Background: an optimization exercise with open tools, aiming at small area, a short achievable clock period and few clock cycles per item. Do not read the settings as production practice. Where RTL was checked, it was by simulation tests only, not by an equivalence proof against the original. No activity file was given, so power comes from the tool's default toggle rates.

==> flow/design.v <==
module cptv_encoder (
    input  wire        clk,
    input  wire        rst,           
    input  wire        cmd_valid,
    output wire        cmd_ready,
    input  wire [4:0]  cmd_width,     
    input  wire [15:0] cmd_count,     
    input  wire        cmd_hist,      
    output reg         cmd_err,       
    input  wire        s_valid,
    output reg         s_ready,
    input  wire [15:0] s_data,
    input  wire        h_valid,
    output reg         h_ready,
    input  wire [15:0] h_data,
    output reg         out_valid,
    input  wire        out_ready,
    output wire [31:0] out_data,
    output reg         out_last,
    output reg         res_valid,
    output reg  [4:0]  res_width
);
    reg        idle;          
    reg        busy;          
    reg        fin;           
    reg [4:0]  width;         
    reg        hist;
    reg [15:0] cnt;           
    reg        ge2;           
    reg        rp;            
    reg        s_full, h_full;
    reg [15:0] s_reg, h_reg;
    reg        t_full;
    reg [16:0] t_q;
    reg [16:0] tprev;         
    reg [15:0] mor;           
    reg        c_full;
    reg [15:0] c_q;           
    reg [62:0] buf_q;
    reg [5:0]  fill;          
    reg [5:0]  sh;            
    assign cmd_ready = idle;
    assign out_data  = buf_q[62:31];
    wire accept = cmd_valid && idle;
    wire cmd_ok = (cmd_width <= 5'd16) && (cmd_count != 16'd0);
    wire start  = accept && cmd_ok;
    wire pack   = (width != 5'd0);
    wire xfer   = out_valid && out_ready;
    reg  go;
    wire h_ok   = h_full || !hist;
    wire pk     = c_full && go;
    wire mv2    = t_full && go;
    wire mv1    = s_full && h_ok && go;
    wire last   = !ge2;
    wire t_last = !busy;
    wire c_last = !busy && !t_full;
    wire s_take = s_valid && s_ready;
    wire h_take = h_valid && h_ready;
    wire [16:0] t     = {1'b0, s_reg} - {1'b0, h_reg};
    wire [17:0] r     = {t_q[16], t_q} - {tprev[16], tprev};
    wire [17:0] mag   = r[17] ? ~r : r;
    wire [15:0] mfold = {mag[16] | mag[15], mag[14:0]};
    wire [15:0] mask  = ~(16'hFFFF << width);
    wire [5:0]  pw   = ~sh;                       
    wire [30:0] fine = {15'd0, c_q} << sh[3:0];
    wire [3:0]  lane = {4{pk}} & (4'b0001 << sh[5:4]);
    wire [62:0] placed;
    genvar j;
    generate
        for (j = 0; j < 63; j = j + 1) begin : g_place
            if (j < 16)
                assign placed[j] = lane[0] & fine[j];
            else if (j % 16 == 15)
                assign placed[j] = lane[j / 16] & fine[15];
            else
                assign placed[j] = (lane[j / 16] & fine[j % 16]) |
                                   (lane[j / 16 - 1] & fine[16 + j % 16]);
        end
    endgenerate
    wire [62:0] orv      = buf_q | placed;
    wire [5:0]  fill_add = pk ? pw : fill;
    wire [62:0] buf_next  = xfer ? {orv[30:0], 32'd0} : orv;
    wire [5:0]  fill_next = xfer ? fill_x : fill_add;
    wire        fin_next  = (pk && c_last && pack) || (fin && !(xfer && out_last));
    wire        busy_next = start || (busy && !(mv1 && last));
    wire        sf_next   = s_take || (s_full && !mv1);
    wire        hf_next   = h_take || (h_full && !mv1);
    wire        tf_next   = go ? (s_full && h_ok) : t_full;
    wire        cf_next   = go ? t_full : c_full;
    wire        hist_next = accept ? cmd_hist : hist;
    wire        ge2_next  = accept ? (cmd_count[15:1] != 15'd0) :
                            mv1 ? ((cnt[15:2] != 14'd0) || (cnt[1] && cnt[0])) : ge2;
    wire        go_next   = !(fill_next[5] && fill_next[4]);
    wire [5:0]  fill_x    = {1'b0, fill_add[4:0] & {5{fill_add[5]}}};
    wire        hok_next  = hf_next || !hist_next;
    wire [5:0]  sh_add    = pk ? sh - {1'b0, width} : sh;
    wire [5:0]  sh_next   = accept ? ~{1'b0, cmd_width} : {sh_add[5] ^ xfer, sh_add[4:0]};
    reg [4:0] sel;
    integer i;
    always @(*) begin
        sel = 5'd1;
        for (i = 0; i < 15; i = i + 1)
            if (mor[i]) sel = i[4:0] + 5'd2;
        if (mor[15]) sel = 5'd0;
    end
    always @(posedge clk) begin
        if (accept) begin
            width <= cmd_width;
            hist  <= cmd_hist;
            cnt   <= cmd_count;
            tprev <= 17'd0;
            mor   <= 16'd0;
        end else begin
            if (mv1) cnt <= cnt - 16'd1;
            if (mv2) begin
                tprev <= t_q;
                mor   <= mor | mfold;
            end
        end
        ge2 <= ge2_next;
        if (!s_full || mv1) s_reg <= s_data;
        if (accept) h_reg <= 16'd0;
        else if (hist && (!h_full || mv1)) h_reg <= h_data;
        sh <= sh_next;
        if (go) begin
            t_q    <= t;
            c_q    <= r[15:0] & mask;
        end
        res_width <= sel;
        if (rst) begin
            idle      <= 1'b1;
            go        <= 1'b1;
            busy      <= 1'b0;
            fin       <= 1'b0;
            rp        <= 1'b0;
            s_full    <= 1'b0;
            h_full    <= 1'b0;
            s_ready   <= 1'b0;
            h_ready   <= 1'b0;
            t_full    <= 1'b0;
            c_full    <= 1'b0;
            buf_q     <= 63'd0;
            fill      <= 6'd0;
            out_valid <= 1'b0;
            out_last  <= 1'b0;
            res_valid <= 1'b0;
            cmd_err   <= 1'b0;
        end else begin
            cmd_err   <= accept && !cmd_ok;
            rp        <= mv2 && t_last;
            res_valid <= rp;
            busy      <= busy_next;
            s_full    <= sf_next;
            h_full    <= hf_next;
            t_full    <= tf_next;
            c_full    <= cf_next;
            fin       <= fin_next;
            idle      <= !busy_next && !tf_next && !cf_next && !fin_next;
            s_ready   <= (busy_next && !sf_next) ||
                         (sf_next && hok_next && go_next && ge2_next);
            h_ready   <= hist_next && ((busy_next && !hf_next) ||
                         (hf_next && sf_next && go_next && ge2_next));
            buf_q     <= buf_next;
            fill      <= fill_next;
            go        <= go_next;
            out_valid <= fill_next[5] || (fin_next && (fill_next != 6'd0));
            out_last  <= fin_next && !(fill_next[5] && (fill_next[4:0] != 5'd0));
        end
    end
endmodule
Settings: LEC_CHECK=0, CAP_MARGIN=20, CORE_MARGIN=2, CORE_UTILIZATION=40, CTS_BUF_LIST=sky130_fd_sc_hd__clkbuf_4 sky130_fd_sc_hd__clkbuf_8, CTS_CLUSTER_DIAMETER=70, CTS_CLUSTER_SIZE=14, SETUP_SLACK_MARGIN=4.9, SLEW_MARGIN=20; clock period 7.5 ns.
standard.sh (not shown) runs the stock make flow with config.mk's settings and CLKGATE_MAP_FILE= SYNTH_SCRIPT=/design/flow/synth_recipe.tcl, a recipe that flattens the netlist after the stock synthesis.
==> flow/flow/run.sh <==
#!/bin/bash
# The standard layout (standard.sh, unchanged synthesis and steps), with the
# port buffers that ORFS inserts made plain buffers instead of delay cells.
set -euo pipefail
export BUFFER_PORTS_ARGS="-buffer_cell sky130_fd_sc_hd__buf_1"
bash standard.sh > standard.log 2>&1
Testbench counts at the start, summed over its fixed seeds: cycles 463,669, samples 462,776.
==> next run, changes <==
--- a/flow/design.v
+++ b/flow/design.v
@@ -59,13 +59,17 @@
     wire [16:0] t     = {1'b0, s_reg} - {1'b0, h_reg};
     wire [17:0] r     = {t_q[16], t_q} - {tprev[16], tprev};
     wire [17:0] mag   = r[17] ? ~r : r;
     wire [15:0] mfold = {mag[16] | mag[15], mag[14:0]};
     wire [15:0] mask  = ~(16'hFFFF << width);
     wire [5:0]  pw   = ~sh;                       
-    wire [30:0] fine = {15'd0, c_q} << sh[3:0];
+    wire [15:0] f0 = c_q;
+    wire [16:0] f1 = sh[0] ? {f0, 1'b0} : {1'b0, f0};
+    wire [18:0] f2 = sh[1] ? {f1, 2'b0} : {2'b0, f1};
+    wire [22:0] f3 = sh[2] ? {f2, 4'b0} : {4'b0, f2};
+    wire [30:0] fine = sh[3] ? {f3, 8'b0} : {8'b0, f3};
     wire [3:0]  lane = {4{pk}} & (4'b0001 << sh[5:4]);
     wire [62:0] placed;
     genvar j;
     generate
         for (j = 0; j < 63; j = j + 1) begin : g_place
             if (j < 16)
Cell count falls by 0.89%.
Worst hold slack gets worse by 0.020 ns.
Global-route usage is about the same.
Clock power rises by about 2%.
Die area falls by about 0.6%.
Maximum frequency falls by about 10%.
Worst setup slack gets worse by 0.29 ns.
Cell area rises by about 1%.
For the second run of this note, only the layout was checked, not whether the RTL still works.

## what the ideal ports hide
In the flow no input, the clock included, has a driving cell. The finished layouts below were timed again as built, in two steps.
Step 1 assumes that a clkbuf_16 drives the clock port and a buf_2 every other input.
Step 2 times the ports against the registers' clock, not the clock port: input delays grow and output delays shrink by t, the midpoint of the rising clock arrivals with the driver on.
Three values: ideal ports, drivers, drivers and shift; two values: the first two.
| run | t, ns | setup slack, ns | worst setup path after step 2 | clock arrival spread, ns |
|---|---|---|---|---|
| the first run | 0.591 | 4.935 / 4.893 / 4.453 | input to register | 0.046 / 0.045 |
| the second run | 0.572 | 4.642 / 4.642 / 4.489 | input to register | 0.035 / 0.035 |
After both steps setup and hold are still met in every run listed. The setup slack of the first run, which loses most, moves by -0.042 ns with the drivers and by -0.482 ns with both steps.
